Source: an optimization exercise on an open RTL-to-GDS flow (aim: small area, a short achievable clock period and few clock cycles). Production flows keep margins and buffers that such runs may drop.
Function was checked by simulation only, so behaviour that the tests miss may differ from the original.

==> flow/design.v <==
module rs_dec16 (
    input  wire       clk,
    input  wire       rst,
    input  wire       in_valid,
    input  wire [7:0] in_data,
    input  wire       in_last,
    output wire       in_ready,
    output reg        corr_valid,
    output reg  [7:0] corr_pos,
    output reg  [7:0] corr_val,
    output reg        done,
    output reg  [3:0] done_nerr,
    output reg        done_fail
);
    function [7:0] gf_mulc;
        input [7:0] a;
        input [7:0] b;
        integer k;
        reg [7:0] p, aa;
        begin
            p  = 8'h00;
            aa = a;
            for (k = 0; k < 8; k = k + 1) begin
                if (b[k]) p = p ^ aa;
                aa = {aa[6:0], 1'b0} ^ (aa[7] ? 8'h1d : 8'h00);
            end
            gf_mulc = p;
        end
    endfunction
    function [6:0] clm4;
        input [3:0] a;
        input [3:0] b;
        integer k;
        reg [6:0] p;
        begin
            p = 7'h00;
            for (k = 0; k < 4; k = k + 1)
                if (b[k]) p = p ^ ({3'b000, a} << k);
            clm4 = p;
        end
    endfunction
    function [7:0] gf_mul;
        input [7:0] a;
        input [7:0] b;
        integer k;
        reg [6:0] hh, ll, mm;
        reg [14:0] p;
        begin
            hh = clm4(a[7:4], b[7:4]);
            ll = clm4(a[3:0], b[3:0]);
            mm = clm4(a[7:4] ^ a[3:0], b[7:4] ^ b[3:0]) ^ hh ^ ll;
            p  = {hh, 8'h00} ^ {4'h0, mm, 4'h0} ^ {8'h00, ll};
            for (k = 14; k >= 8; k = k - 1)
                if (p[k]) p = p ^ (15'h011d << (k - 8));
            gf_mul = p[7:0];
        end
    endfunction
    function [3:0] m16;
        input [3:0] a;
        input [3:0] b;
        integer k;
        reg [3:0] p, aa;
        begin
            p  = 4'h0;
            aa = a;
            for (k = 0; k < 4; k = k + 1) begin
                if (b[k]) p = p ^ aa;
                aa = {aa[2:0], 1'b0} ^ (aa[3] ? 4'h3 : 4'h0);
            end
            m16 = p;
        end
    endfunction
    function [7:0] cm;
        input [7:0] a;
        input [7:0] b;
        reg [3:0] hh, ll, mm;
        begin
            hh = m16(a[7:4], b[7:4]);
            ll = m16(a[3:0], b[3:0]);
            mm = m16(a[7:4] ^ a[3:0], b[7:4] ^ b[3:0]);
            cm = {mm ^ ll, ll ^ m16(hh, 4'h8)};
        end
    endfunction
    function [3:0] inv16;
        input [3:0] a;
        case (a)
            4'd0: inv16 = 4'h0;  4'd1: inv16 = 4'h1;  4'd2: inv16 = 4'h9;  4'd3: inv16 = 4'he;
            4'd4: inv16 = 4'hd;  4'd5: inv16 = 4'hb;  4'd6: inv16 = 4'h7;  4'd7: inv16 = 4'h6;
            4'd8: inv16 = 4'hf;  4'd9: inv16 = 4'h2;  4'd10: inv16 = 4'hc; 4'd11: inv16 = 4'h5;
            4'd12: inv16 = 4'ha; 4'd13: inv16 = 4'h4; 4'd14: inv16 = 4'h3; default: inv16 = 4'h8;
        endcase
    endfunction
    function [7:0] cinv;
        input [7:0] a;
        reg [3:0] h, l, d, di;
        begin
            h = a[7:4];
            l = a[3:0];
            d = m16(m16(h, h), 4'h8) ^ m16(h, l) ^ m16(l, l);
            di = inv16(d);
            cinv = {m16(h, di), m16(h ^ l, di)};
        end
    endfunction
    function [7:0] to_c;
        input [7:0] a;
        begin
            to_c = (a[0] ? 8'h01 : 8'h00) ^ (a[1] ? 8'h21 : 8'h00) ^
                   (a[2] ? 8'h47 : 8'h00) ^ (a[3] ? 8'h2b : 8'h00) ^
                   (a[4] ? 8'h3d : 8'h00) ^ (a[5] ? 8'hc8 : 8'h00) ^
                   (a[6] ? 8'h4f : 8'h00) ^ (a[7] ? 8'h13 : 8'h00);
        end
    endfunction
    function [7:0] from_c;
        input [7:0] a;
        begin
            from_c = (a[0] ? 8'h01 : 8'h00) ^ (a[1] ? 8'h4e : 8'h00) ^
                     (a[2] ? 8'h99 : 8'h00) ^ (a[3] ? 8'h44 : 8'h00) ^
                     (a[4] ? 8'hcf : 8'h00) ^ (a[5] ? 8'h03 : 8'h00) ^
                     (a[6] ? 8'hd2 : 8'h00) ^ (a[7] ? 8'hb6 : 8'h00);
        end
    endfunction
    function [7:0] apos;
        input integer i;
        case (i)
            1: apos = 8'h02;  2: apos = 8'h04;  3: apos = 8'h08;  4: apos = 8'h10;
            5: apos = 8'h20;  6: apos = 8'h40;  7: apos = 8'h80;  8: apos = 8'h1d;
            9: apos = 8'h3a; 10: apos = 8'h74; 11: apos = 8'he8; 12: apos = 8'hcd;
           13: apos = 8'h87; 14: apos = 8'h13; 15: apos = 8'h26; 16: apos = 8'h4c;
           default: apos = 8'h01;
        endcase
    endfunction
    function [7:0] aneg;
        input integer i;
        case (i)
            1: aneg = 8'h8e; 2: aneg = 8'h47; 3: aneg = 8'had; 4: aneg = 8'hd8;
            5: aneg = 8'h6c; 6: aneg = 8'h36; 7: aneg = 8'h1b; 8: aneg = 8'h83;
            default: aneg = 8'h01;
        endcase
    endfunction
    integer k;
    reg          in_rdy;
    reg          iv, il;
    reg  [7:0]   id;
    reg  [7:0]   cnt;                  
    reg  [127:0] syn;                  
    assign in_ready = in_rdy;
    reg  [127:0] syn_nx;
    always @* begin
        for (k = 0; k < 16; k = k + 1)
            syn_nx[8*k +: 8] = (cnt == 8'd0 ? 8'h00 : gf_mulc(syn[8*k +: 8], apos(k + 1))) ^ id;
    end
    localparam [2:0] B_IDLE = 3'd0, B_SETUP = 3'd1, B_LOOP = 3'd2, B_DRAIN = 3'd3,
                     B_OMEGA = 3'd4, B_OMDR = 3'd5, B_WAIT = 3'd6;
    reg  [2:0]   bst;
    reg  [127:0] sb;                   
    reg  [63:0]  lam;                  
    reg  [63:0]  bb;                   
    reg          b0;                   
    reg  [7:0]   dlc;                  
    reg  [7:0]   ginv;                 
    reg          gok;                  
    reg  [7:0]   acc;                  
    reg  [7:0]   cc;                   
    reg          lcr;                  
    reg  [3:0]   br;                   
    reg  [3:0]   bl;                   
    reg  [3:0]   bw;                   
    reg  [3:0]   bj;                   
    reg  [3:0]   oi;                   
    reg  [3:0]   sidx;                 
    reg  [7:0]   rp, rq;               
    reg  [7:0]   bnpos;                
    reg          bfail, bzero;
    reg          mv, mclr, mwr;
    reg  [7:0]   mop, ms;
    reg  [2:0]   mwi;
    reg          cbusy;
    reg  [63:0]  cl;                   
    reg  [63:0]  co;                   
    reg  [7:0]   cpos;
    reg  [3:0]   cL, cr;
    reg          cb;
    reg          p1v, p1imm, p1fail, p1root, p1last;
    reg  [7:0]   p1lo, p1os;
    reg          p2corr, p2done, p2fail;
    reg  [3:0]   p2nerr;
    reg  [7:0]   p2inv, p2os;
    wire       f_inv  = p1v && !p1imm && p1root;
    wire [7:0] inv_o  = cinv(f_inv ? p1lo : to_c(dlc));
    wire bm_idle = (bst == B_IDLE);
    wire ch_idle = !cbusy && !p1v;
    wire ch_take = (bst == B_WAIT) && ch_idle;
    wire take = in_valid && in_rdy;
    wire proc = iv && (!il || bm_idle);
    wire hand = iv && il && bm_idle;
    wire v_nx = take || (iv && !proc);
    wire l_nx = take ? in_last : il;
    wire bm_idle_nx = (bm_idle && !hand) || ch_take;
    always @(posedge clk) begin
        if (rst) begin
            in_rdy <= 1'b1;
            iv     <= 1'b0;
            cnt    <= 8'd0;
        end else begin
            in_rdy <= !(v_nx && l_nx) || bm_idle_nx;
            iv     <= v_nx;
            if (take) begin
                id <= in_data;
                il <= in_last;
            end
            if (proc) begin
                syn <= syn_nx;
                cnt <= il ? 8'd0 : cnt + 8'd1;
            end
        end
    end
    reg  [7:0] rd_lam, rd_bb, s_m;
    always @* begin
        rd_lam = 8'h01;
        rd_bb  = {7'd0, b0};
        for (k = 1; k < 9; k = k + 1)
            if (bj == k) begin
                rd_lam = lam[8*(k-1) +: 8];
                rd_bb  = bb[8*(k-1) +: 8];
            end
        s_m = 8'h00;
        for (k = 0; k < 16; k = k + 1)
            if (sidx == k) s_m = sb[8*k +: 8];
    end
    wire       setup   = (bst == B_SETUP);
    wire [7:0] m1      = gf_mul(setup ? acc : cc, setup ? ginv : rq);
    wire [7:0] lam_new = rp ^ m1;
    wire [7:0] acc_nx = (mclr ? 8'h00 : acc) ^ gf_mul(mop, ms);
    wire       dnz    = (acc != 8'h00);
    wire       lchg   = dnz && ({bl, 1'b0} <= {1'b0, br});
    wire [4:0] bl_nx  = lchg ? {1'b0, br} + 5'd1 - {1'b0, bl} : {1'b0, bl};
    always @(posedge clk) begin
        if (!f_inv) begin
            ginv <= from_c(inv_o);
            gok  <= 1'b1;
        end
        if (rst) begin
            bst <= B_IDLE;
            mv  <= 1'b0;
            mwr <= 1'b0;
        end else begin
            mv  <= 1'b0;
            mwr <= 1'b0;
            if (mv) begin
                acc <= acc_nx;
                if (mwr)
                    for (k = 0; k < 8; k = k + 1)
                        if (mwi == k) bb[8*k +: 8] <= acc_nx;
            end
            case (bst)
            B_IDLE: begin
                if (hand) begin
                    sb    <= syn_nx;
                    acc   <= syn_nx[7:0];
                    lam   <= 64'h0;
                    bb    <= 64'h0;
                    b0    <= 1'b1;
                    dlc   <= 8'h01;
                    ginv  <= 8'h01;
                    gok   <= 1'b1;
                    bl    <= 4'd0;
                    br    <= 4'd0;
                    sidx  <= 4'd1;
                    bnpos <= cnt;
                    bst   <= B_SETUP;
                end
            end
            B_SETUP: begin
                bfail <= 1'b0;
                bzero <= 1'b0;
                if (br == 4'd0 && sb == 128'h0) begin
                    bzero <= 1'b1;
                    bst   <= B_WAIT;
                end else if (!gok) begin
                end else if (bl_nx > 5'd8) begin
                    bfail <= 1'b1;
                    bst   <= B_WAIT;
                end else begin
                    cc  <= m1;
                    lcr <= lchg;
                    if (lchg) begin
                        lam <= {bb[55:0], 7'd0, b0};
                        bb  <= lam;
                        b0  <= 1'b1;
                        dlc <= acc;
                        gok <= 1'b0;
                    end else begin
                        bb  <= {bb[55:0], 7'd0, b0};
                        b0  <= 1'b0;
                    end
                    rp  <= lam[7:0];
                    rq  <= {7'd0, b0};
                    bw  <= 4'd1;
                    bj  <= 4'd2;
                    acc <= s_m;
                    bl  <= bl_nx[3:0];
                    br  <= br + 4'd1;
                    if (bl_nx == 5'd0) begin
                        sidx <= br + 4'd2;
                        if (br == 4'd15) begin
                            bzero <= 1'b1;
                            bst   <= B_WAIT;
                        end
                    end else begin
                        sidx <= br;
                        bst  <= B_LOOP;
                    end
                end
            end
            B_LOOP: begin
                for (k = 1; k < 9; k = k + 1)
                    if (bw == k) lam[8*(k-1) +: 8] <= lam_new;
                mop  <= lam_new;
                ms   <= s_m;
                mclr <= 1'b0;
                mv   <= (br != 4'd0);
                rp   <= lcr ? rd_bb : rd_lam;
                rq   <= lcr ? rd_lam : rd_bb;
                bw   <= bw + 4'd1;
                bj   <= bj + 4'd1;
                sidx <= sidx - 4'd1;
                if (bw == bl) begin
                    if (br == 4'd0) begin
                        bb   <= 64'h0;
                        oi   <= 4'd0;
                        bj   <= 4'd0;
                        sidx <= 4'd0;
                        bst  <= B_OMEGA;
                    end else begin
                        bst  <= B_DRAIN;
                    end
                end
            end
            B_DRAIN: begin
                sidx <= br + 4'd1;
                bst  <= B_SETUP;
            end
            B_OMEGA: begin
                mop  <= rd_lam;
                ms   <= s_m;
                mclr <= (bj == 4'd0);
                mwr  <= (bj == oi);
                mwi  <= oi[2:0];
                mv   <= 1'b1;
                if (bj == oi) begin
                    bj   <= 4'd0;
                    oi   <= oi + 4'd1;
                    sidx <= oi + 4'd1;
                    if (oi + 4'd1 == bl) bst <= B_OMDR;
                end else begin
                    bj   <= bj + 4'd1;
                    sidx <= sidx - 4'd1;
                end
            end
            B_OMDR: begin
                bst <= B_WAIT;
            end
            B_WAIT: begin
                if (ch_take) bst <= B_IDLE;
            end
            default: bst <= B_IDLE;
            endcase
        end
    end
    reg [7:0] lam_sum, lam_odd, om_sum;
    always @* begin
        lam_sum = 8'h01;
        lam_odd = 8'h00;
        om_sum  = 8'h00;
        for (k = 0; k < 8; k = k + 1) begin
            lam_sum = lam_sum ^ cl[8*k +: 8];
            if (k % 2 == 0) lam_odd = lam_odd ^ cl[8*k +: 8];
            om_sum = om_sum ^ co[8*k +: 8];
        end
    end
    wire [3:0] r2   = cr + {3'd0, p1root};
    wire       bad2 = cb || (p1root && p1lo == 8'h00);
    wire       fin  = p1v && (p1imm || p1last || bad2 || (p1root && r2 == cL));
    always @(posedge clk) begin
        if (ch_take) begin
            cl <= lam;
            co <= bb;
        end else begin
            for (k = 0; k < 8; k = k + 1) begin
                cl[8*k +: 8] <= gf_mulc(cl[8*k +: 8], aneg(k + 1));
                co[8*k +: 8] <= gf_mulc(co[8*k +: 8], aneg(k + 1));
            end
        end
    end
    always @(posedge clk) begin
        if (rst) begin
            cbusy  <= 1'b0;
            p1v    <= 1'b0;
            p2corr <= 1'b0;
            p2done <= 1'b0;
            cr     <= 4'd0;
            cb     <= 1'b0;
        end else begin
            if (ch_take) begin
                cpos   <= bnpos;
                cL     <= bl;
                cr     <= 4'd0;
                cb     <= 1'b0;
                cbusy  <= !(bfail || bzero);
                p1v    <= bfail || bzero;
                p1imm  <= 1'b1;
                p1fail <= bfail;
            end else begin
                p1v   <= cbusy && !fin;
                p1imm <= 1'b0;
                cpos <= cpos - 8'd1;
                if (cbusy && (fin || cpos == 8'd0)) cbusy <= 1'b0;
                if (p1v && !p1imm) begin
                    cr <= fin ? 4'd0 : r2;
                    cb <= fin ? 1'b0 : bad2;
                end
            end
            p1root <= (lam_sum == 8'h00);
            p1last <= (cpos == 8'd0);
            p1lo   <= to_c(lam_odd);
            p1os   <= to_c(om_sum);
            p2corr <= p1v && !p1imm && p1root;
            p2done <= fin;
            p2fail <= p1imm ? p1fail : (bad2 || r2 != cL);
            p2nerr <= p1imm ? 4'd0 : cL;
            p2inv  <= inv_o;
            p2os   <= p1os;
        end
    end
    always @(posedge clk) begin
        if (rst) begin
            corr_valid <= 1'b0;
            done       <= 1'b0;
        end else begin
            corr_valid <= p2corr;
            done       <= p2done;
        end
        corr_pos  <= cpos + 8'd2;
        corr_val  <= from_c(cm(p2os, p2inv));
        done_nerr <= p2nerr;
        done_fail <= p2fail;
    end
endmodule
==> flow/run.sh <==
#!/bin/bash
# synth_recipe.tcl (not shown) runs the flow's synth.tcl, then flattens the netlist and writes it again
# the make line also repeats each setting of config.mk as NAME=value (left out here)
make -C /OpenROAD-flow-scripts/flow DESIGN_CONFIG=/design/flow/config.mk WORK_HOME=/design/flow/orfs CLKGATE_MAP_FILE= SYNTH_SCRIPT=/design/flow/synth_recipe.tcl finish
==> flow/config.mk <==
export PLATFORM = sky130hd
export DESIGN_NAME = rs_dec16
export DESIGN_NICKNAME = rs_dec16
export VERILOG_FILES = /design/flow/design.v
export SDC_FILE = /design/flow/constraint.sdc
export NUM_CORES = 4
export LEC_CHECK = 0
export CAP_MARGIN = 20
export CORE_MARGIN = 2
export CORE_UTILIZATION = 40
export SLEW_MARGIN = 20
==> flow/constraint.sdc <==
create_clock -name core_clock -period 15.0 [get_ports {clk}]
set_input_delay 3.0000 -clock core_clock [delete_from_list [all_inputs] [get_ports {clk}]]
set_output_delay 3.0000 -clock core_clock [all_outputs]
set_load 0.01 [all_outputs]
==> results of run 1 <==
## routing by layer
metal,vias to the layer above,GRT usage,wire length (µm)
met5,-,0,0
met3,168,0.0499,10300
li1,13838,-,-
met2,1164,0.325,49900
met4,0,0.0673,3010
met1,14147,0.314,52100
## synthesized netlist by cell type (4+ instances only)
library cell    n  area share
edfxtp_1      542        0.40
clkbuf_1      192       0.018
o21ai_0       148       0.018
a211o_1         6      0.0013
nand2_1       517       0.047
mux2_2          4      0.0011
xnor3_1         6      0.0033
o221ai_1        9      0.0019
xor2_1        291       0.062
o22a_1          4     0.00085
nor4_1         44      0.0067
a22oi_1        41      0.0075
nor2_1        376       0.034
ha_1           45       0.014
a221oi_1       17      0.0036
buf_2           8     0.00098
inv_1          54      0.0049
xnor2_2         5      0.0020
dfxtp_1       184       0.090
and2_1         18      0.0027
nand3_1        41      0.0050
o22ai_1        74       0.011
or3_1           5     0.00076
o21ai_1         7     0.00085
o211ai_1       23      0.0042
a211oi_1       23      0.0042
nand4_1        13      0.0020
o31ai_1         6      0.0011
a32oi_1         4     0.00085
buf_1          16      0.0015
a21boi_0        4     0.00073
a21o_1         66       0.012
xnor2_1       686        0.15
and3b_1         4     0.00085
nand3b_1        9      0.0016
and3_1         23      0.0035
a21oi_1       225       0.027
nor2b_1        31      0.0047
nand2b_1       23      0.0035
nor3_1         40      0.0049
mux2i_1        98       0.024
a31oi_1        19      0.0029
## registers in the layout, indices dropped and copies added (netlist names), 64 cells and up
name and count:
cl 64, sb 128, lam 64, co 64, bb 64, syn 128
## path summary, 6_finish.rpt
path | depth (start not counted) | to | slack [ns] | start
min reg2reg | 0 | done_nerr[2] | 0.38 | p2nerr[2]
max | 21 | ginv[6] | 8.74 | p1imm
min | 0 | done_nerr[2] | 0.38 | p2nerr[2]
max reg2reg | 21 | ginv[6] | 8.74 | p1imm
## worst max-delay path: stages (launching register included)
cell and delay, ns:
edfxtp_1 0.55, and3b_1 0.97, nand2_1 0.09, and2_1 0.22, inv_1 0.21, ha_1 0.41
xor2_1 0.23, a211o_1 0.26, a21bo_2 0.21, o21ai_1 0.16, xnor3_2 0.44, inv_1 0.14
ha_1 0.24, a21boi_1 0.14, a311o_1 0.40, a21oi_1 0.19, xor2_1 0.19, xnor3_1 0.33
xor2_2 0.32, xnor2_2 0.18, xnor2_1 0.15, a21oi_1 0.09
## metrics by stage
step / instances / setup WS (ns)
6_report: 5390 / 8.74
5_1_grt: 5390 / 8.32
4_1_cts: 5390 / 8.75
3_5_place_dp: 5246 / 8.79
3_3_place_gp: 5245 / 8.83
2_1_floorplan: 4025 / 5.62
## kinds of logic after synthesis
kind of cell	share of synthesized area
fa+ha+maj	0.0142
mux	0.0253
simple gates	0.122
xor+xnor	0.218
compound gates	0.109
flops	0.487
buf+inv	0.0258
## cell type report
type                            count  area (µm²)  share of cell area
Multi-Input combinational cell   3024       20100               0.446
Clock buffer                      109        2200              0.0488
Inverter                           56         220             0.00488
Sequential cell                   726       20000               0.442
Timing Repair Buffer               72         626              0.0139
Tap cell                         1368        1710              0.0379
Clock inverter                     35         293             0.00648
==> summary.md, run 1 <==
| Metric | Value |
|---|---|
| Status | finished clean |
| Fillers | 9,550 |
| Yosys reg bits | 726 |
| Post-CTS Setup Inserts | 0 |
| Area Growth Syn to Fin | 10.1% |
| Largest net degree at the start of global routing | 91 |
| Num CTS Buffers | 80 |
| Hold crit path type | flop to flop |
| CP Launch Type | flop |
| Wirelength per Cell | 21.4 µm |
| Mapped cell area | 41,000 µm² |
| Clock Sink Count | 726 |
| Final instance area | 45,200 µm² |
| Post-cts resize count | 0 |
| Full die area | 105,000 µm² |
| CP max FO | 28 |
| Most common cell after layout, fill and taps aside | xnor2_1 |
| Drt pass-1 iters | 6 |
| Post-Synthesis Net Count | 4,083 |
| Total track usage | 0.218 |
| Avg Inst Size Synth | 10.2 µm² |
| Worst-Skew Late Latency | 0.65 ns |
| Worst-Margin Slew | 1.14 ns |
| Clk slew on worst S/H paths | 0.06 ns |
| Root Buffer | clkbuf_16 |
| Worst rel slew slack | 0.238 |
| Vias per cell | 5.44 |
| Endpoints failing setup | 0 |
| CP Data Required Time | 15.51 ns |
| Worst EP arrival | 6.77 ns |
| WS Path Type | flop to flop |
| Final min period | 6.26 ns |
| Synth Warn # | 1 |
| Initial Util | 0.403 |
| Die width | 324 µm |
| RSZ-0062 raised after global routing | false |
| Fin Clk Skew | 0.0340 ns |
| WHS | 0.376 ns |
| CTS Buffer Depth | 3 |
| Top_reg_cell synth | edfxtp_1 |
| Fin crit share | 0.417 |
| Hold Vio Cnt, Final | 0 |
| Async S/R FF share, synth | 0 |
| Grt ovf | 0 |
| Setup TNS | 0 ns |
| Port buffer count | 35 |
| Row count | 117 |
| WL final | 115 mm |
| Number of global-route vias before repair | 27,935 |
| ANT nets after route | 0 |
| Sequential area share after synthesis | 0.487 |
| Synth cell types | 93 |
| Share of cells above drive strength 1 | 0.0527 |
| Final nets | 4,018 |
| Max Cap Violations | 0 |
| Util after Layout | 0.444 |
| Via count | 29,317 |
| Maximum clock frequency | 160 MHz |
| Dpl cell area | 42,600 µm² |
| TritonCTS clock tree | built |
| Antenna violations before repair | 0 |
| Core footprint | 102,000 µm² |
| DIE HEIGHT | 324 µm |
| H-tree depth | 3 |
| Final Slew Violations | 0 |
| Commonest non-fill, non-tap cells in the layout | xnor2_1 (678), edfxtp_1 (542), nand2_1 (515) |
| First-pass GRT wire length | 174 mm |
| Post-synthesis instance total | 4,025 |
| Post-route DRC | 0 |
| # IOs | 36 |
| Critical Path Sink Type | flop |
| DRT iter0 DRCs | 3,087 |
| Gpl congestion | 0.925 |
| Antenna cells | 0 |
| DP Wirelength | 81.2 mm |
| # hold bufs at CTS | 0 |
| Post-synth EDFFs | 542 |
Testbench counts, summed over its fixed seeds: cycles 42,291.
==> run 2: changes to the inputs <==
--- a/flow/design.v
+++ b/flow/design.v
@@ -90,15 +90,21 @@
             4'd12: inv16 = 4'ha; 4'd13: inv16 = 4'h4; 4'd14: inv16 = 4'h3; default: inv16 = 4'h8;
         endcase
     endfunction
-    function [7:0] cinv;
+    function [11:0] cinv_a;
         input [7:0] a;
-        reg [3:0] h, l, d, di;
+        reg [3:0] h, l;
         begin
             h = a[7:4];
             l = a[3:0];
-            d = m16(m16(h, h), 4'h8) ^ m16(h, l) ^ m16(l, l);
-            di = inv16(d);
-            cinv = {m16(h, di), m16(h ^ l, di)};
+            cinv_a = {h, h ^ l, m16(m16(h, h), 4'h8) ^ m16(h, l) ^ m16(l, l)};
+        end
+    endfunction
+    function [7:0] cinv_b;
+        input [11:0] x;
+        reg [3:0] di;
+        begin
+            di = inv16(x[3:0]);
+            cinv_b = {m16(x[11:8], di), m16(x[7:4], di)};
         end
     endfunction
     function [7:0] to_c;
@@ -152,6 +158,7 @@
     localparam [2:0] B_IDLE = 3'd0, B_SETUP = 3'd1, B_LOOP = 3'd2, B_DRAIN = 3'd3,
                      B_OMEGA = 3'd4, B_OMDR = 3'd5, B_WAIT = 3'd6;
     reg  [2:0]   bst;
+    reg          sq;                   
     reg  [127:0] sb;                   
     reg  [63:0]  lam;                  
     reg  [63:0]  bb;                   
@@ -159,11 +166,17 @@
     reg  [7:0]   dlc;                  
     reg  [7:0]   ginv;                 
     reg          gok;                  
+    reg  [11:0]  ba;                   
+    reg          baok;                 
     reg  [7:0]   acc;                  
     reg  [7:0]   cc;                   
     reg          lcr;                  
     reg  [3:0]   br;                   
     reg  [3:0]   bl;                   
+    reg  [3:0]   blc;                  
+    reg          ble;                  
+    reg          bov;                  
+    reg          sbz;                  
     reg  [3:0]   bw;                   
     reg  [3:0]   bj;                   
     reg  [3:0]   oi;                   
@@ -181,12 +194,13 @@
     reg  [3:0]   cL, cr;
     reg          cb;
     reg          p1v, p1imm, p1fail, p1root, p1last;
-    reg  [7:0]   p1lo, p1os;
+    reg  [11:0]  p1lo;                 
+    reg  [7:0]   p1os;
     reg          p2corr, p2done, p2fail;
     reg  [3:0]   p2nerr;
     reg  [7:0]   p2inv, p2os;
     wire       f_inv  = p1v && !p1imm && p1root;
-    wire [7:0] inv_o  = cinv(f_inv ? p1lo : to_c(dlc));
+    wire [7:0] inv_o  = cinv_b(f_inv ? p1lo : ba);
     wire bm_idle = (bst == B_IDLE);
     wire ch_idle = !cbusy && !p1v;
     wire ch_take = (bst == B_WAIT) && ch_idle;
@@ -197,21 +211,20 @@
     wire l_nx = take ? in_last : il;
     wire bm_idle_nx = (bm_idle && !hand) || ch_take;
     always @(posedge clk) begin
+        in_rdy <= !(v_nx && l_nx) || bm_idle_nx;
+        iv     <= v_nx;
+        if (take) begin
+            id <= in_data;
+            il <= in_last;
+        end
+        if (proc) begin
+            syn <= syn_nx;
+            cnt <= il ? 8'd0 : cnt + 8'd1;
+        end
         if (rst) begin
             in_rdy <= 1'b1;
             iv     <= 1'b0;
             cnt    <= 8'd0;
-        end else begin
-            in_rdy <= !(v_nx && l_nx) || bm_idle_nx;
-            iv     <= v_nx;
-            if (take) begin
-                id <= in_data;
-                il <= in_last;
-            end
-            if (proc) begin
-                syn <= syn_nx;
-                cnt <= il ? 8'd0 : cnt + 8'd1;
-            end
         end
     end
     reg  [7:0] rd_lam, rd_bb, s_m;
@@ -227,25 +240,24 @@
         for (k = 0; k < 16; k = k + 1)
             if (sidx == k) s_m = sb[8*k +: 8];
     end
-    wire       setup   = (bst == B_SETUP);
-    wire [7:0] m1      = gf_mul(setup ? acc : cc, setup ? ginv : rq);
+    wire [7:0] m1      = gf_mul(sq ? acc : cc, sq ? from_c(ginv) : rq);
     wire [7:0] lam_new = rp ^ m1;
     wire [7:0] acc_nx = (mclr ? 8'h00 : acc) ^ gf_mul(mop, ms);
     wire       dnz    = (acc != 8'h00);
-    wire       lchg   = dnz && ({bl, 1'b0} <= {1'b0, br});
-    wire [4:0] bl_nx  = lchg ? {1'b0, br} + 5'd1 - {1'b0, bl} : {1'b0, bl};
+    wire       lchg   = dnz && ble;
+    wire [3:0] bl_nx  = lchg ? blc : bl;
     always @(posedge clk) begin
-        if (!f_inv) begin
-            ginv <= from_c(inv_o);
+        sbz  <= (sb == 128'h0);
+        ba   <= cinv_a(dlc);
+        baok <= 1'b1;
+        if (!f_inv && baok) begin
+            ginv <= inv_o;
             gok  <= 1'b1;
         end
-        if (rst) begin
-            bst <= B_IDLE;
-            mv  <= 1'b0;
-            mwr <= 1'b0;
-        end else begin
+        begin
             mv  <= 1'b0;
             mwr <= 1'b0;
+            sq  <= 1'b0;
             if (mv) begin
                 acc <= acc_nx;
                 if (mwr)
@@ -263,21 +275,27 @@
                     dlc   <= 8'h01;
                     ginv  <= 8'h01;
                     gok   <= 1'b1;
+                    baok  <= 1'b0;
                     bl    <= 4'd0;
                     br    <= 4'd0;
+                    blc   <= 4'd1;
+                    ble   <= 1'b1;
+                    bov   <= 1'b0;
                     sidx  <= 4'd1;
                     bnpos <= cnt;
                     bst   <= B_SETUP;
+                    sq    <= 1'b1;
                 end
             end
             B_SETUP: begin
                 bfail <= 1'b0;
                 bzero <= 1'b0;
-                if (br == 4'd0 && sb == 128'h0) begin
+                if (br == 4'd1 && sbz) begin
                     bzero <= 1'b1;
                     bst   <= B_WAIT;
                 end else if (!gok) begin
-                end else if (bl_nx > 5'd8) begin
+                    sq    <= 1'b1;
+                end else if (lchg && bov) begin
                     bfail <= 1'b1;
                     bst   <= B_WAIT;
                 end else begin
@@ -287,8 +305,9 @@
                         lam <= {bb[55:0], 7'd0, b0};
                         bb  <= lam;
                         b0  <= 1'b1;
-                        dlc <= acc;
-                        gok <= 1'b0;
+                        dlc  <= to_c(acc);
+                        gok  <= 1'b0;
+                        baok <= 1'b0;
                     end else begin
                         bb  <= {bb[55:0], 7'd0, b0};
                         b0  <= 1'b0;
@@ -298,13 +317,24 @@
                     bw  <= 4'd1;
                     bj  <= 4'd2;
                     acc <= s_m;
-                    bl  <= bl_nx[3:0];
+                    bl  <= bl_nx;
                     br  <= br + 4'd1;
-                    if (bl_nx == 5'd0) begin
+                    if (lchg) begin
+                        blc <= bl + 4'd1;
+                        ble <= (blc <= bl);
+                        bov <= (bl >= 4'd8);
+                    end else begin
+                        blc <= blc + 4'd1;
+                        ble <= (bl <= blc);
+                        bov <= (blc >= 4'd8);
+                    end
+                    if (!lchg && bl == 4'd0) begin
                         sidx <= br + 4'd2;
                         if (br == 4'd15) begin
                             bzero <= 1'b1;
                             bst   <= B_WAIT;
+                        end else begin
+                            sq    <= 1'b1;
                         end
                     end else begin
                         sidx <= br;
@@ -339,6 +369,7 @@
             B_DRAIN: begin
                 sidx <= br + 4'd1;
                 bst  <= B_SETUP;
+                sq   <= 1'b1;
             end
             B_OMEGA: begin
                 mop  <= rd_lam;
@@ -366,6 +397,12 @@
             default: bst <= B_IDLE;
             endcase
         end
+        if (rst) begin
+            bst <= B_IDLE;
+            sq  <= 1'b0;
+            mv  <= 1'b0;
+            mwr <= 1'b0;
+        end
     end
     reg [7:0] lam_sum, lam_odd, om_sum;
     always @* begin
@@ -379,7 +416,7 @@
         end
     end
     wire [3:0] r2   = cr + {3'd0, p1root};
-    wire       bad2 = cb || (p1root && p1lo == 8'h00);
+    wire       bad2 = cb || (p1root && p1lo[11:4] == 8'h00);
     wire       fin  = p1v && (p1imm || p1last || bad2 || (p1root && r2 == cL));
     always @(posedge clk) begin
         if (ch_take) begin
@@ -393,14 +430,7 @@
         end
     end
     always @(posedge clk) begin
-        if (rst) begin
-            cbusy  <= 1'b0;
-            p1v    <= 1'b0;
-            p2corr <= 1'b0;
-            p2done <= 1'b0;
-            cr     <= 4'd0;
-            cb     <= 1'b0;
-        end else begin
+        begin
             if (ch_take) begin
                 cpos   <= bnpos;
                 cL     <= bl;
@@ -422,7 +452,7 @@
             end
             p1root <= (lam_sum == 8'h00);
             p1last <= (cpos == 8'd0);
-            p1lo   <= to_c(lam_odd);
+            p1lo   <= cinv_a(to_c(lam_odd));
             p1os   <= to_c(om_sum);
             p2corr <= p1v && !p1imm && p1root;
             p2done <= fin;
@@ -431,14 +461,19 @@
             p2inv  <= inv_o;
             p2os   <= p1os;
         end
+        if (rst) begin
+            cbusy  <= 1'b0;
+            p1v    <= 1'b0;
+            p2corr <= 1'b0;
+            p2done <= 1'b0;
+        end
     end
     always @(posedge clk) begin
+        corr_valid <= p2corr;
+        done       <= p2done;
         if (rst) begin
             corr_valid <= 1'b0;
             done       <= 1'b0;
-        end else begin
-            corr_valid <= p2corr;
-            done       <= p2done;
         end
         corr_pos  <= cpos + 8'd2;
         corr_val  <= from_c(cm(p2os, p2inv));
==> summary.md, run 2 <==
| Metric | Value |
|---|---|
| Status | finished clean (unchanged) |
| First-pass GRT wire length | 179 mm (was 174 mm) |
| Hold Vio Cnt, Final | 0 (unchanged) |
| Fin Clk Skew | 0.0418 ns (was 0.0340 ns) |
| Worst-Margin Slew | 1.30 ns (was 1.14 ns) |
| Post-Synthesis Net Count | 4,190 (was 4,083) |
| Row count | 117 (unchanged) |
| Top_reg_cell synth | edfxtp_1 (unchanged) |
| Clk slew on worst S/H paths | 0.05 ns (was 0.06 ns) |
| Fillers | 9,724 (was 9,550) |
| FF-to-FF path depth | 9 (was 21) |
| Worst R2R End | lam[6] (was ginv[6]) |
| Sequential area share after synthesis | 0.469 (was 0.487) |
| Clock Sink Count | 751 (was 726) |
| Post-cts resize count | 0 (unchanged) |
| Yosys reg bits | 751 (was 726) |
| Post-route DRC | 0 (unchanged) |
| Worst rel slew slack | 0.129 (was 0.238) |
| Grt ovf | 0 (unchanged) |
| Most common cell in the netlist | xnor2_1 (unchanged) |
| Reg area | 19,300 µm² (was 20,000 µm²) |
| Final min period | 4.52 ns (was 6.26 ns) |
| Via count | 30,146 (was 29,317) |
| DIE HEIGHT | 325 µm (was 324 µm) |
| CTS Buffer Depth | 3 (unchanged) |
| RSZ-0062 raised after global routing | false (unchanged) |
| Slowest cell on crit path | clkdlybuf4s50_1 (was and3b_1) |
| Total track usage | 0.220 (was 0.218) |
| Post-CTS Setup Inserts | 0 (unchanged) |
| Post-synth EDFFs | 427 (was 542) |
| Root Buffer | clkbuf_16 (unchanged) |
| Antenna violations before repair | 1 (was 0) |
| Gpl congestion | 0.940 (was 0.925) |
| WHS | 0.325 ns (was 0.376 ns) |
| Num CTS Buffers | 84 (was 80) |
| Post-Synth Simple-Gate Area | 0.123 (was 0.122) |
| TritonCTS clock tree | built (unchanged) |
| Worst-Skew Late Latency | 0.67 ns (was 0.65 ns) |
| Core footprint | 102,000 µm² (about the same) |
| Complex-gate fraction of the synthesized area | 0.120 (was 0.109) |
| Hold Crit Depth | 0 (unchanged) |
| Port buffer count | 35 (unchanged) |
| H-tree depth | 3 (unchanged) |
| Critical path buffers and inverters | 1 (was 2) |
| R2R Setup Slk | 10.76 ns (was 8.74 ns) |
| CP Data Required Time | 12.00 ns (was 15.51 ns) |
| ANT nets after route | 0 (unchanged) |
| WS Path Type | flop to primary output (was flop to flop) |
| Top Registers | sb x128, syn x128 (unchanged) |
| Final Slew Violations | 0 (unchanged) |
| Largest family of logic cells by synthesized area | XOR/XNOR gates (unchanged) |
| # hold bufs at CTS | 0 (unchanged) |
| Worst Hold Path EP | p2os[1] (was done_nerr[2]) |
| Async S/R FF share, synth | 0 (unchanged) |
| Area Growth Syn to Fin | 10.7% (was 10.1%) |
| Post-synthesis instance total | 4,131 (was 4,025) |
| Multi-input logic area | 20,800 µm² (was 20,100 µm²) |
| Adder-cell area share of the yosys netlist | 0.0143 (was 0.0142) |
| Min-delay src | p1os[1] (was p2nerr[2]) |
| Synth top area cells | edfxtp_1 (31%), dfxtp_1 (16%), xnor2_1 (14%) (was edfxtp_1 (40%), xnor2_1 (15%), dfxtp_1 (9.0%)) |
| Avg Inst Size Synth | 9.98 µm² (was 10.2 µm²) |
| Die width | 325 µm (was 324 µm) |
| Reg2reg start | sq (was p1imm) |
| Most common cell after layout, fill and taps aside | xnor2_1 (unchanged) |
| Synth cell types | 79 (was 93) |
| Wirelength per Cell | 21.6 µm (was 21.4 µm) |
| Maximum clock frequency | 221 MHz (was 160 MHz) |
| Critical Path Sink Type | primary output (was flop) |
| Full die area | 106,000 µm² (was 105,000 µm²) |
| Max Cap Violations | 0 (unchanged) |
| CP max FO | 2 (was 28) |
| # IOs | 36 (unchanged) |
| CP Cell Sequence | clkdlybuf4s50_1 (was and3b_1 -> nand2_1 -> and2_1 -> inv_1 -> ha_1 -> xor2_1 -> a211o_1 -> a21bo_2 -> o21ai_1 -> xnor3_2 -> inv_1 -> ha_1 -> a21boi_1 -> a311o_1 -> a21oi_1 -> xor2_1 -> xnor3_1 -> xor2_2 -> xnor2_2 -> xnor2_1 -> a21oi_1) |
| Final nets | 4,113 (was 4,018) |
| Critical path's top delay family | buffers and inverters (was XOR/XNOR gates) |
| Number of global-route vias before repair | 28,497 (was 27,935) |
| Vias per cell | 5.49 (was 5.44) |
| DP Wirelength | 83.3 mm (was 81.2 mm) |
| Largest net degree at the start of global routing | 88 (was 91) |
| Drt pass-1 iters | 7 (was 6) |
| DRT iter0 DRCs | 3,633 (was 3,087) |
| Initial Util | 0.404 (was 0.403) |
| Fin crit share | 0.301 (was 0.417) |
| CP Launch Type | flop (unchanged) |
| Share of cells above drive strength 1 | 0.0515 (was 0.0527) |
| WL final | 119 mm (was 115 mm) |
| Setup TNS | 0 ns (unchanged) |
| Xor/xnor cell area share of the yosys netlist | 0.230 (was 0.218) |
| Largest area contributor in the netlist | edfxtp_1 (unchanged) |
| CP peak stage delay | 0.54 ns (was 0.97 ns) |
| Top cell type's share of synthesized area | 0.311 (was 0.397) |
| Commonest cells in the netlist | xnor2_1 (678), nand2_1 (542), edfxtp_1 (427) (was xnor2_1 (686), edfxtp_1 (542), nand2_1 (517)) |
| Worst EP arrival | 1.52 ns (was 6.77 ns) |
| Antenna cells | 0 (unchanged) |
| Synth Warn # | 1 (unchanged) |
| Endpoints failing setup | 0 (unchanged) |
| Commonest non-fill, non-tap cells in the layout | xnor2_1 (678), nand2_1 (540), edfxtp_1 (427) (was xnor2_1 (678), edfxtp_1 (542), nand2_1 (515)) |
| Mapped cell area | 41,200 µm² (was 41,000 µm²) |
| Mux share of post-synthesis cell area | 0.0169 (was 0.0253) |
| Hold crit path type | flop to flop (unchanged) |
## run 2: cells by family (layout without fill, tap and decap cells)
| kind of cell | count (synthesis) | count (layout) |
|---|---|---|
| fa+ha+maj | 47 | 47 |
| compound gates | 782 | 782 |
| simple gates | 1176 | 1176 |
| xor+xnor | 1013 | 1013 |
| buf+inv | 300 | 289 |
| flops | 751 | 751 |
| mux | 62 | 62 |
## run 2: how the worst max path moves through the flow
stage,from,endpoint,slack [ns],depth (start not counted)
global placement,in_valid,in_rdy,10.38,6
finish,in_rdy,in_ready,10.48,1
global route,corr_val[6],corr_val[6],10.43,1
CTS,corr_val[6],corr_val[6],10.43,1
floorplan,bst[1],bnpos[0],9.22,5
detailed placement,rst,in_rdy,10.38,3
## run 2: worst register-to-register path, delay by kind of cell, from the launching register on
family	cells	cell delay, ns
xor gates and xnor gates	4	1.45
buffers and inverters	2	0.76
DFF	1	0.31
muxes	1	0.45
and+or+nand+nor	2	0.91
## run 2: layout make-up
| class | instances | area share |
|---|---|---|
| sequential | 751 | 0.423 |
| inverter | 64 | 0.00543 |
| clock buffer | 111 | 0.0521 |
| multi-input combinational | 3080 | 0.456 |
| tap | 1368 | 0.0375 |
| timing repair buffer | 73 | 0.0139 |
| clock inverter | 41 | 0.0115 |
## run 2: routing by layer
metal,track usage,part of all wire,vias up
met4,0.0680,0.028,0
met2,0.326,0.43,1309
li1,-,-,14115
met1,0.323,0.46,14511
met3,0.0402,0.089,211
met5,0,0,-
## run 2: per-stage QoR
step / utilization / area [µm²] / setup WS, ns / instances
6_report: 0.447 / 45600 / 10.48 / 5488
5_1_grt: 0.447 / 45600 / 10.43 / 5488
4_1_cts: 0.447 / 45600 / 10.43 / 5488
3_5_place_dp: 0.419 / 42700 / 10.38 / 5336
3_3_place_gp: 0.419 / 42700 / 10.38 / 5336
2_1_floorplan: - / 41200 / 9.22 / 4131
Testbench counts of run 2, summed over its fixed seeds: cycles 42,291.
==> run 3: changes to the inputs <==
--- a/flow/design.v
+++ b/flow/design.v
@@ -186,7 +186,6 @@
     reg          bfail, bzero;
     reg          mv, mclr, mwr;
     reg  [7:0]   mop, ms;
-    reg  [2:0]   mwi;
     reg          cbusy;
     reg  [63:0]  cl;                   
     reg  [63:0]  co;                   
@@ -198,12 +197,15 @@
     reg  [7:0]   p1os;
     reg          p2corr, p2done, p2fail;
     reg  [3:0]   p2nerr;
-    reg  [7:0]   p2inv, p2os;
+    reg  [7:0]   p2inv, p2os, p2pos;
     wire       f_inv  = p1v && !p1imm && p1root;
     wire [7:0] inv_o  = cinv_b(f_inv ? p1lo : ba);
+    wire [3:0] r2   = cr + {3'd0, p1root};
+    wire       bad2 = cb || (p1root && p1lo[11:4] == 8'h00);
+    wire       fin  = p1v && (p1imm || p1last || bad2 || (p1root && r2 == cL));
     wire bm_idle = (bst == B_IDLE);
     wire ch_idle = !cbusy && !p1v;
-    wire ch_take = (bst == B_WAIT) && ch_idle;
+    wire ch_take = (bst == B_WAIT) && (ch_idle || fin);
     wire take = in_valid && in_rdy;
     wire proc = iv && (!il || bm_idle);
     wire hand = iv && il && bm_idle;
@@ -261,8 +263,7 @@
             if (mv) begin
                 acc <= acc_nx;
                 if (mwr)
-                    for (k = 0; k < 8; k = k + 1)
-                        if (mwi == k) bb[8*k +: 8] <= acc_nx;
+                    bb <= {bb[55:0], acc_nx};    
             end
             case (bst)
             B_IDLE: begin
@@ -357,9 +358,9 @@
                 if (bw == bl) begin
                     if (br == 4'd0) begin
                         bb   <= 64'h0;
-                        oi   <= 4'd0;
+                        oi   <= bl - 4'd1;
                         bj   <= 4'd0;
-                        sidx <= 4'd0;
+                        sidx <= bl - 4'd1;
                         bst  <= B_OMEGA;
                     end else begin
                         bst  <= B_DRAIN;
@@ -376,13 +377,12 @@
                 ms   <= s_m;
                 mclr <= (bj == 4'd0);
                 mwr  <= (bj == oi);
-                mwi  <= oi[2:0];
                 mv   <= 1'b1;
                 if (bj == oi) begin
                     bj   <= 4'd0;
-                    oi   <= oi + 4'd1;
-                    sidx <= oi + 4'd1;
-                    if (oi + 4'd1 == bl) bst <= B_OMDR;
+                    oi   <= oi - 4'd1;
+                    sidx <= oi - 4'd1;
+                    if (oi == 4'd0) bst <= B_OMDR;
                 end else begin
                     bj   <= bj + 4'd1;
                     sidx <= sidx - 4'd1;
@@ -415,9 +415,6 @@
             om_sum = om_sum ^ co[8*k +: 8];
         end
     end
-    wire [3:0] r2   = cr + {3'd0, p1root};
-    wire       bad2 = cb || (p1root && p1lo[11:4] == 8'h00);
-    wire       fin  = p1v && (p1imm || p1last || bad2 || (p1root && r2 == cL));
     always @(posedge clk) begin
         if (ch_take) begin
             cl <= lam;
@@ -459,6 +456,7 @@
             p2fail <= p1imm ? p1fail : (bad2 || r2 != cL);
             p2nerr <= p1imm ? 4'd0 : cL;
             p2inv  <= inv_o;
+            p2pos  <= cpos + 8'd1;           
             p2os   <= p1os;
         end
         if (rst) begin
@@ -475,7 +473,7 @@
             corr_valid <= 1'b0;
             done       <= 1'b0;
         end
-        corr_pos  <= cpos + 8'd2;
+        corr_pos  <= p2pos;
         corr_val  <= from_c(cm(p2os, p2inv));
         done_nerr <= p2nerr;
         done_fail <= p2fail;
==> flow/flow/run.sh (new file) <==
#!/bin/bash
# The standard layout (standard.sh), with one change: the port buffers
# that global placement inserts are buf_2 cells instead of the default pick,
# a slow delay cell (clkdlybuf4s50_1) that ends every output path.
# Each step's full output goes to a log file in this folder.
set -euo pipefail
export BUFFER_PORTS_ARGS="-buffer_cell sky130_fd_sc_hd__buf_2"
bash standard.sh synth > synth.log 2>&1
bash standard.sh finish > layout.log 2>&1
==> flow/standard.sh (new file) <==
#!/bin/bash
# synth_recipe.tcl (not shown) runs the flow's synth.tcl, then flattens the netlist and writes it again
# the make line also repeats each setting of config.mk as NAME=value (left out here)
make -C /OpenROAD-flow-scripts/flow DESIGN_CONFIG=/design/flow/config.mk WORK_HOME=/design/flow/orfs CLKGATE_MAP_FILE= SYNTH_SCRIPT=/design/flow/synth_recipe.tcl "${@:-finish}"
removed: flow/run.sh
==> summary.md, run 3 <==
| Metric | Value |
|---|---|
| Status | finished clean (unchanged) |
| Hold crit path type | flop to flop (unchanged) |
| # IOs | 36 (unchanged) |
| Most common cell in the netlist | xnor2_1 (unchanged) |
| Critical path's top delay family | buffers and inverters (unchanged) |
| DP Wirelength | 85.9 mm (was 83.3 mm) |
| Worst EP arrival | 5.35 ns (was 1.52 ns) |
| Largest area contributor in the netlist | edfxtp_1 (unchanged) |
| Fillers | 9,979 (was 9,724) |
| Maximum clock frequency | 209 MHz (was 221 MHz) |
| Post-synth EDFFs | 424 (was 427) |
| Util after Layout | 0.442 (was 0.447) |
| Top cell type's share of synthesized area | 0.302 (was 0.311) |
| Max Cap Violations | 0 (unchanged) |
| Gpl congestion | 0.935 (was 0.940) |
| Critical Path Sink Type | flop (was primary output) |
| Antenna violations before repair | 1 (unchanged) |
| Clk slew on worst S/H paths | 0.06 ns (was 0.05 ns) |
| FF-to-FF path depth | 13 (was 9) |
| Non-filler cells, final | 5,649 (was 5,488) |
| Async S/R FF share, synth | 0 (unchanged) |
| Fin crit share | 0.319 (was 0.301) |
| Drt pass-1 iters | 6 (was 7) |
| Final min period | 4.78 ns (was 4.52 ns) |
| Most common cell after layout, fill and taps aside | xnor2_1 (unchanged) |
| Via count | 31,180 (was 30,146) |
| TritonCTS clock tree | built (unchanged) |
| Worst-Margin Slew | 1.23 ns (was 1.30 ns) |
| Met3 wire length | 8.34 mm (was 10.6 mm) |
| CP peak stage delay | 0.85 ns (was 0.54 ns) |
| Die width | 329 µm (was 325 µm) |
| Reg area | 19,400 µm² (was 19,300 µm²) |
| Post-CTS Setup Inserts | 0 (unchanged) |
| Fin Clk Skew | 0.0431 ns (was 0.0418 ns) |
| Final instance area | 46,400 µm² (was 45,600 µm²) |
| First-pass GRT wire length | 184 mm (was 179 mm) |
| Num CTS Buffers | 86 (was 84) |
| Antenna cells | 0 (unchanged) |
| Setup TNS | 0 ns (unchanged) |
| # hold bufs at CTS | 0 (unchanged) |
| Avg Inst Size Synth | 9.87 µm² (was 9.98 µm²) |
| Synth top area cells | edfxtp_1 (30%), dfxtp_1 (16%), xnor2_1 (15%) (was edfxtp_1 (31%), dfxtp_1 (16%), xnor2_1 (14%)) |
| WL final | 122 mm (was 119 mm) |
| Worst-Skew Late Latency | 0.68 ns (was 0.67 ns) |
| Post-Synthesis Net Count | 4,334 (was 4,190) |
| Clock Sink Count | 756 (was 751) |
| Commonest non-fill, non-tap cells in the layout | xnor2_1 (707), nand2_1 (553), edfxtp_1 (424) (was xnor2_1 (678), nand2_1 (540), edfxtp_1 (427)) |
| CP max FO | 97 (was 2) |
| CTS Buffer Depth | 3 (unchanged) |
| Grt ovf | 0 (unchanged) |
| Endpoints failing setup | 0 (unchanged) |
| Largest net degree at the start of global routing | 98 (was 88) |
| Post-route DRC | 0 (unchanged) |
| Multi-input logic area | 21,700 µm² (was 20,800 µm²) |
| DIE HEIGHT | 329 µm (was 325 µm) |
| Post-Synth Simple-Gate Area | 0.121 (was 0.123) |
| Sequential area share after synthesis | 0.459 (was 0.469) |
| Synth cell types | 86 (was 79) |
| Min-delay src | p2pos[7] (was p1os[1]) |
| Vias per cell | 5.52 (was 5.49) |
| Hold Crit Depth | 0 (unchanged) |
| Reg2reg start | p1root (was sq) |
| Yosys reg bits | 756 (was 751) |
| Placed insts | 5,491 (was 5,336) |
| Share of cells above drive strength 1 | 0.0646 (was 0.0515) |
| Worst rel slew slack | 0.175 (was 0.129) |
| Final Slew Violations | 0 (unchanged) |
| Root Buffer | clkbuf_16 (unchanged) |
| Top_reg_cell synth | edfxtp_1 (unchanged) |
| CP Data Required Time | 15.57 ns (was 12.00 ns) |
| Complex-gate fraction of the synthesized area | 0.120 (about the same) |
| Post-synthesis instance total | 4,275 (was 4,131) |
| Port buffer count | 35 (unchanged) |
| Mapped cell area | 42,200 µm² (was 41,200 µm²) |
| R2R Setup Slk | 10.22 ns (was 10.76 ns) |
| Xor/xnor cell area share of the yosys netlist | 0.223 (was 0.230) |
| Slowest cell on crit path | buf_4 (was clkdlybuf4s50_1) |
| Number of global-route vias before repair | 29,432 (was 28,497) |
| WL met1 | 53.8 mm (was 54.0 mm) |
| Worst R2R End | p1v (was lam[6]) |
| Wirelength per Cell | 21.6 µm (about the same) |
| Post-cts resize count | 0 (unchanged) |
| DRT iter0 DRCs | 3,354 (was 3,633) |
| DR top layer | met5 (was met4) |
| Full die area | 108,000 µm² (was 106,000 µm²) |
| CP Cell Sequence | ha_1 -> ha_1 -> xor2_1 -> xnor2_1 -> and4_1 -> a2111oi_0 -> buf_4 -> a21oi_1 -> nand3_4 -> inv_4 -> buf_4 -> o21ai_0 -> a21oi_1 (was clkdlybuf4s50_1) |
| Total track usage | 0.221 (was 0.220) |
| Dpl cell area | 43,600 µm² (was 42,700 µm²) |
| H-tree depth | 3 (unchanged) |
| Core footprint | 105,000 µm² (was 102,000 µm²) |
| Final nets | 4,247 (was 4,113) |
| Mux share of post-synthesis cell area | 0.0332 (was 0.0169) |
| Largest family of logic cells by synthesized area | XOR/XNOR gates (unchanged) |
| WL met2 | 55.2 mm (was 50.6 mm) |
| CP Launch Type | flop (unchanged) |
| Worst Hold Path EP | corr_pos[7] (was p2os[1]) |
| Adder-cell area share of the yosys netlist | 0.0139 (was 0.0143) |
| Initial Util | 0.402 (was 0.404) |
| Hold Vio Cnt, Final | 0 (unchanged) |
| Top Registers | sb x128, syn x128 (unchanged) |
| ANT nets after route | 0 (unchanged) |
| Critical path buffers and inverters | 3 (was 1) |
| WS Path Type | flop to flop (was flop to primary output) |
| Synth Warn # | 1 (unchanged) |
| Row count | 119 (was 117) |
| RSZ-0062 raised after global routing | false (unchanged) |
| Area Growth Syn to Fin | 9.86% (was 10.7%) |
| Commonest cells in the netlist | xnor2_1 (708), nand2_1 (557), edfxtp_1 (424) (was xnor2_1 (678), nand2_1 (542), edfxtp_1 (427)) |
==> run 3: kinds of logic after synthesis <==
group                    Yosys count
multiplexers                     136
AO/OA/AOI/OAI                    807
AND/OR/NAND/NOR                 1186
buffers and inverters            323
adder cells (fa/ha/maj)           47
flip-flops                       756
XOR/XNOR                        1020
==> run 3: routing by layer <==
metal	global-route usage	up-vias
li1	-	14619
met1	0.309	15114
met2	0.348	1188
met3	0.0318	257
met4	0.0806	2
met5	0	-
==> run 3: worst max-delay path by stage <==
stage	from	cells past startpoint	slack, ns	endpoint
after floorplan	bst[0]	5	9.37	bnpos[0]
after global placement	p1root	13	10.33	p1v
after detailed placement	p1root	13	10.28	p1v
after CTS	p1root	13	10.25	p1v
after global routing	p1root	13	9.84	p1v
final	p1root	13	10.22	p1v
==> run 3: stage by stage <==
stage	hold slack [ns]	setup slack [ns]
finish	0.311	10.22
global route	0.316	9.84
CTS	0.309	10.25
detailed placement	0.312	10.28
global placement	0.312	10.33
floorplan	0.310	9.37
==> run 3: cell type report <==
type,count,area share
Clock buffer,117,0.0516
Clock inverter,41,0.00869
Inverter,67,0.00559
Multi-Input combinational cell,3196,0.467
Sequential cell,756,0.418
Tap cell,1391,0.0375
Timing Repair Buffer,81,0.0113
Testbench counts of run 3, summed over its fixed seeds: cycles 42,265.
==> run 4: changes to the inputs <==
--- a/flow/design.v
+++ b/flow/design.v
@@ -158,7 +158,7 @@
     localparam [2:0] B_IDLE = 3'd0, B_SETUP = 3'd1, B_LOOP = 3'd2, B_DRAIN = 3'd3,
                      B_OMEGA = 3'd4, B_OMDR = 3'd5, B_WAIT = 3'd6;
     reg  [2:0]   bst;
-    reg          sq;                   
+    reg          bwait;                
     reg  [127:0] sb;                   
     reg  [63:0]  lam;                  
     reg  [63:0]  bb;                   
@@ -197,7 +197,7 @@
     reg  [7:0]   p1os;
     reg          p2corr, p2done, p2fail;
     reg  [3:0]   p2nerr;
-    reg  [7:0]   p2inv, p2os, p2pos;
+    reg  [7:0]   p2inv, p2os;
     wire       f_inv  = p1v && !p1imm && p1root;
     wire [7:0] inv_o  = cinv_b(f_inv ? p1lo : ba);
     wire [3:0] r2   = cr + {3'd0, p1root};
@@ -205,7 +205,7 @@
     wire       fin  = p1v && (p1imm || p1last || bad2 || (p1root && r2 == cL));
     wire bm_idle = (bst == B_IDLE);
     wire ch_idle = !cbusy && !p1v;
-    wire ch_take = (bst == B_WAIT) && (ch_idle || fin);
+    wire ch_take = bwait && ch_idle;
     wire take = in_valid && in_rdy;
     wire proc = iv && (!il || bm_idle);
     wire hand = iv && il && bm_idle;
@@ -242,7 +242,7 @@
         for (k = 0; k < 16; k = k + 1)
             if (sidx == k) s_m = sb[8*k +: 8];
     end
-    wire [7:0] m1      = gf_mul(sq ? acc : cc, sq ? from_c(ginv) : rq);
+    wire [7:0] m1      = gf_mul(cc, rq);
     wire [7:0] lam_new = rp ^ m1;
     wire [7:0] acc_nx = (mclr ? 8'h00 : acc) ^ gf_mul(mop, ms);
     wire       dnz    = (acc != 8'h00);
@@ -259,7 +259,6 @@
         begin
             mv  <= 1'b0;
             mwr <= 1'b0;
-            sq  <= 1'b0;
             if (mv) begin
                 acc <= acc_nx;
                 if (mwr)
@@ -285,7 +284,8 @@
                     sidx  <= 4'd1;
                     bnpos <= cnt;
                     bst   <= B_SETUP;
-                    sq    <= 1'b1;
+                    cc    <= syn_nx[7:0];
+                    rq    <= 8'h01;
                 end
             end
             B_SETUP: begin
@@ -294,11 +294,11 @@
                 if (br == 4'd1 && sbz) begin
                     bzero <= 1'b1;
                     bst   <= B_WAIT;
-                end else if (!gok) begin
-                    sq    <= 1'b1;
+                    bwait <= 1'b1;
                 end else if (lchg && bov) begin
                     bfail <= 1'b1;
                     bst   <= B_WAIT;
+                    bwait <= 1'b1;
                 end else begin
                     cc  <= m1;
                     lcr <= lchg;
@@ -334,8 +334,10 @@
                         if (br == 4'd15) begin
                             bzero <= 1'b1;
                             bst   <= B_WAIT;
+                    bwait <= 1'b1;
                         end else begin
-                            sq    <= 1'b1;
+                            cc    <= s_m;
+                            rq    <= from_c(ginv);
                         end
                     end else begin
                         sidx <= br;
@@ -368,9 +370,12 @@
                 end
             end
             B_DRAIN: begin
-                sidx <= br + 4'd1;
-                bst  <= B_SETUP;
-                sq   <= 1'b1;
+                if (gok) begin
+                    sidx <= br + 4'd1;
+                    cc   <= mv ? acc_nx : acc;
+                    rq   <= from_c(ginv);
+                    bst  <= B_SETUP;
+                end
             end
             B_OMEGA: begin
                 mop  <= rd_lam;
@@ -390,16 +395,20 @@
             end
             B_OMDR: begin
                 bst <= B_WAIT;
+                bwait <= 1'b1;
             end
             B_WAIT: begin
-                if (ch_take) bst <= B_IDLE;
+                if (ch_take) begin
+                    bst   <= B_IDLE;
+                    bwait <= 1'b0;
+                end
             end
             default: bst <= B_IDLE;
             endcase
         end
         if (rst) begin
-            bst <= B_IDLE;
-            sq  <= 1'b0;
+            bst   <= B_IDLE;
+            bwait <= 1'b0;
             mv  <= 1'b0;
             mwr <= 1'b0;
         end
@@ -456,7 +465,6 @@
             p2fail <= p1imm ? p1fail : (bad2 || r2 != cL);
             p2nerr <= p1imm ? 4'd0 : cL;
             p2inv  <= inv_o;
-            p2pos  <= cpos + 8'd1;           
             p2os   <= p1os;
         end
         if (rst) begin
@@ -473,7 +481,7 @@
             corr_valid <= 1'b0;
             done       <= 1'b0;
         end
-        corr_pos  <= p2pos;
+        corr_pos  <= cpos + 8'd2;
         corr_val  <= from_c(cm(p2os, p2inv));
         done_nerr <= p2nerr;
         done_fail <= p2fail;
--- a/flow/config.mk
+++ b/flow/config.mk
@@ -8,4 +8,6 @@
 export CAP_MARGIN = 20
 export CORE_MARGIN = 2
 export CORE_UTILIZATION = 40
+export CTS_CLUSTER_DIAMETER = 65
+export CTS_CLUSTER_SIZE = 28
 export SLEW_MARGIN = 20
==> summary.md, run 4 <==
| Metric | Value |
|---|---|
| DP Wirelength | 84.1 mm (was 85.9 mm) |
| DIE HEIGHT | 322 µm (was 329 µm) |
| Post-Synthesis Net Count | 4,094 (was 4,334) |
| FF-to-FF path depth | 9 (was 13) |
| Setup TNS | 0 ns (unchanged) |
| Initial Util | 0.404 (was 0.402) |
| Fin crit share | 0.290 (was 0.319) |
| Post-synthesis instance total | 4,033 (was 4,275) |
| CP max FO | 25 (was 97) |
| Port buffer count | 35 (unchanged) |
| Wirelength per Cell | 22.1 µm (was 21.6 µm) |
| Largest area contributor in the netlist | edfxtp_1 (unchanged) |
| DRT iter0 DRCs | 3,789 (was 3,354) |
| Synth Warn # | 1 (unchanged) |
| Num CTS Buffers | 53 (was 86) |
| Core footprint | 100,000 µm² (was 105,000 µm²) |
| Worst R2R End | cc[6] (was p1v) |
| Status | finished clean (unchanged) |
| Full die area | 104,000 µm² (was 108,000 µm²) |
| Antenna violations before repair | 5 (was 1) |
| Max Cap Violations | 0 (unchanged) |
| Maximum clock frequency | 230 MHz (was 209 MHz) |
| CP Data Required Time | 15.44 ns (was 15.57 ns) |
| # IOs | 36 (unchanged) |
| First-pass GRT wire length | 176 mm (was 184 mm) |
| Fillers | 9,642 (was 9,979) |
| Async S/R FF share, synth | 0 (unchanged) |
| Top Registers | sb x128, syn x128 (unchanged) |
| Synth cell types | 82 (was 86) |
| Worst-Margin Slew | 1.13 ns (was 1.23 ns) |
| Final min period | 4.34 ns (was 4.78 ns) |
| Gpl congestion | 0.934 (was 0.935) |
| Final Slew Violations | 0 (unchanged) |
| R2R Setup Slk | 10.66 ns (was 10.22 ns) |
| Sequential area share after synthesis | 0.475 (was 0.459) |
| Worst rel slew slack | 0.245 (was 0.175) |
| # hold bufs at CTS | 0 (unchanged) |
| Avg Inst Size Synth | 10.0 µm² (was 9.87 µm²) |
| Final instance area | 43,900 µm² (was 46,400 µm²) |
| Dpl cell area | 41,800 µm² (was 43,600 µm²) |
| WS Path Type | flop to flop (unchanged) |
| CP Launch Type | flop (unchanged) |
| Commonest non-fill, non-tap cells in the layout | xnor2_1 (720), nand2_1 (549), edfxtp_1 (424) (was xnor2_1 (707), nand2_1 (553), edfxtp_1 (424)) |
| Total track usage | 0.222 (was 0.221) |
| Mapped cell area | 40,500 µm² (was 42,200 µm²) |
| Most common cell after layout, fill and taps aside | xnor2_1 (unchanged) |
| Worst EP arrival | 4.78 ns (was 5.35 ns) |
| Fin Clk Skew | 0.0602 ns (was 0.0431 ns) |
| Share of cells above drive strength 1 | 0.0547 (was 0.0646) |
| Reg2reg start | sidx[0] (was p1root) |
| Via count | 29,061 (was 31,180) |
| Worst Hold Path EP | p2os[6] (was corr_pos[7]) |
| Drt pass-1 iters | 10 (was 6) |
| Clock Sink Count | 748 (was 756) |
| Hold Vio Cnt, Final | 0 (unchanged) |
| Hold crit path type | flop to flop (unchanged) |
| Commonest cells in the netlist | xnor2_1 (720), nand2_1 (552), edfxtp_1 (424) (was xnor2_1 (708), nand2_1 (557), edfxtp_1 (424)) |
| Post-route DRC | 0 (unchanged) |
| Top cell type's share of synthesized area | 0.315 (was 0.302) |
| WL final | 117 mm (was 122 mm) |
| Clk slew on worst S/H paths | 0.10 ns (was 0.06 ns) |
| H-tree depth | 2 (was 3) |
| Final nets | 4,004 (was 4,247) |
| Yosys reg bits | 748 (was 756) |
| Critical Path Sink Type | flop (unchanged) |
| Endpoints failing setup | 0 (unchanged) |
| Grt ovf | 0 (unchanged) |
| Post-CTS Setup Inserts | 0 (unchanged) |
| CTS Buffer Depth | 3 (unchanged) |
| Row count | 116 (was 119) |
| Top_reg_cell synth | edfxtp_1 (unchanged) |
| ANT nets after route | 0 (unchanged) |
| Post-synth EDFFs | 424 (unchanged) |
| TritonCTS clock tree | built (unchanged) |
| Die width | 322 µm (was 329 µm) |
| Most common cell in the netlist | xnor2_1 (unchanged) |
| Largest net degree at the start of global routing | 151 (was 98) |
| Vias per cell | 5.50 (was 5.52) |
| Root Buffer | clkbuf_16 (unchanged) |
| Min-delay src | p1os[6] (was p2pos[7]) |
| Synth top area cells | edfxtp_1 (31%), dfxtp_1 (16%), xnor2_1 (16%) (was edfxtp_1 (30%), dfxtp_1 (16%), xnor2_1 (15%)) |
| Number of global-route vias before repair | 27,114 (was 29,432) |
| Area Growth Syn to Fin | 8.37% (was 9.86%) |
| Post-cts resize count | 0 (unchanged) |
| Worst-Skew Late Latency | 0.69 ns (was 0.68 ns) |
| Hold Crit Depth | 0 (unchanged) |
| RSZ-0062 raised after global routing | false (unchanged) |
run 4: worst max path at each step:
stage / cells past startpoint / start / endpoint
final: 9 / sidx[0] / cc[6]
after global routing: 11 / bst[0] / bst[0]
after CTS: 11 / bst[0] / bst[0]
after detailed placement: 11 / bst[0] / bst[0]
after global placement: 9 / sidx[0] / cc[6]
after floorplan: 8 / bst[0] / cnt[7]
run 4: kinds of logic after synthesis:
logic type,count (synthesis),synth area share
AND/OR/NAND/NOR,1109,0.120
XOR/XNOR,1028,0.229
flip-flops,748,0.475
AO/OA/AOI/OAI,700,0.115
buffers and inverters,338,0.0317
multiplexers,61,0.0152
adder cells (fa/ha/maj),49,0.0151
run 4: through the flow:
stage	setup WS, ns	std cells	hold WS (ns)	utilization
after floorplan	6.67	4033	0.310	-
after global placement	10.86	5186	0.311	0.418
after detailed placement	10.76	5186	0.312	0.418
after CTS	10.73	5286	0.333	0.438
after global routing	10.37	5286	0.338	0.438
final	10.66	5287	0.332	0.438
run 4: layer usage:
metal | vias up | part of all wire | track usage
met5 | - | 0.00011 | 0
met4 | 2 | 0.024 | 0.0532
met3 | 166 | 0.083 | 0.0298
met2 | 1181 | 0.42 | 0.320
met1 | 14042 | 0.48 | 0.348
li1 | 13670 | - | -
run 4: worst max-delay path, cell delays in order, from the launching register on:
cell	delay (ns)
edfxtp_1	0.48
inv_1	0.17
ha_1	0.84
inv_1	0.58
nand2_1	0.44
a21o_1	0.12
o21ai_0	0.06
a222oi_1	0.98
a211oi_1	0.21
o22a_1	0.22
run 4: layout make-up:
type | instances | area, µm² | area share
inverters | 117 | 442 | 0.0101
diodes | 1 | 2.50 | 0.0000570
clock inverters | 44 | 666 | 0.0152
well taps | 1298 | 1620 | 0.0370
multi-input cells | 2947 | 20100 | 0.457
clock buffers | 56 | 1360 | 0.0309
repair buffers | 76 | 495 | 0.0113
flip-flops and latches | 748 | 19200 | 0.438
Testbench counts of run 4, summed over its fixed seeds: cycles 42,328.

==> static timing again, ports no longer ideal <==
The results above use ideal ports. As a check the final layouts listed here were re-extracted and re-timed, cells and wires unchanged. Step 1 sets driving cells, clkbuf_16 on the clock port and buf_2 on the other inputs (assumed; they add their load-dependent delay and slew). Step 2 moves the port delays by t, midway between the first and last clock arrival at a register: inputs arrive t later, outputs are due t later. That takes back most of the time a late clock gives input paths. Slacks: no drivers / after step 1 / after step 2; pairs: no drivers / after step 1.
run | shift t [ns] | setup slack, ns | worst setup path at the end | clock arrival spread, ns
run 1 | 0.703 | 8.743 / 8.743 / 8.743 | register to register | 0.036 / 0.037
run 2 | 0.727 | 10.479 / 10.403 / 10.355 | input to register | 0.046 / 0.046
run 3 | 0.724 | 10.215 / 10.215 / 10.215 | register to register | 0.050 / 0.051
run 4 | 0.722 | 10.656 / 10.657 / 10.657 | register to register | 0.064 / 0.065
After both steps every run listed still meets setup and hold. The setup slack of run 2, which loses most, moves by -0.076 ns with the drivers and by -0.124 ns with both steps.
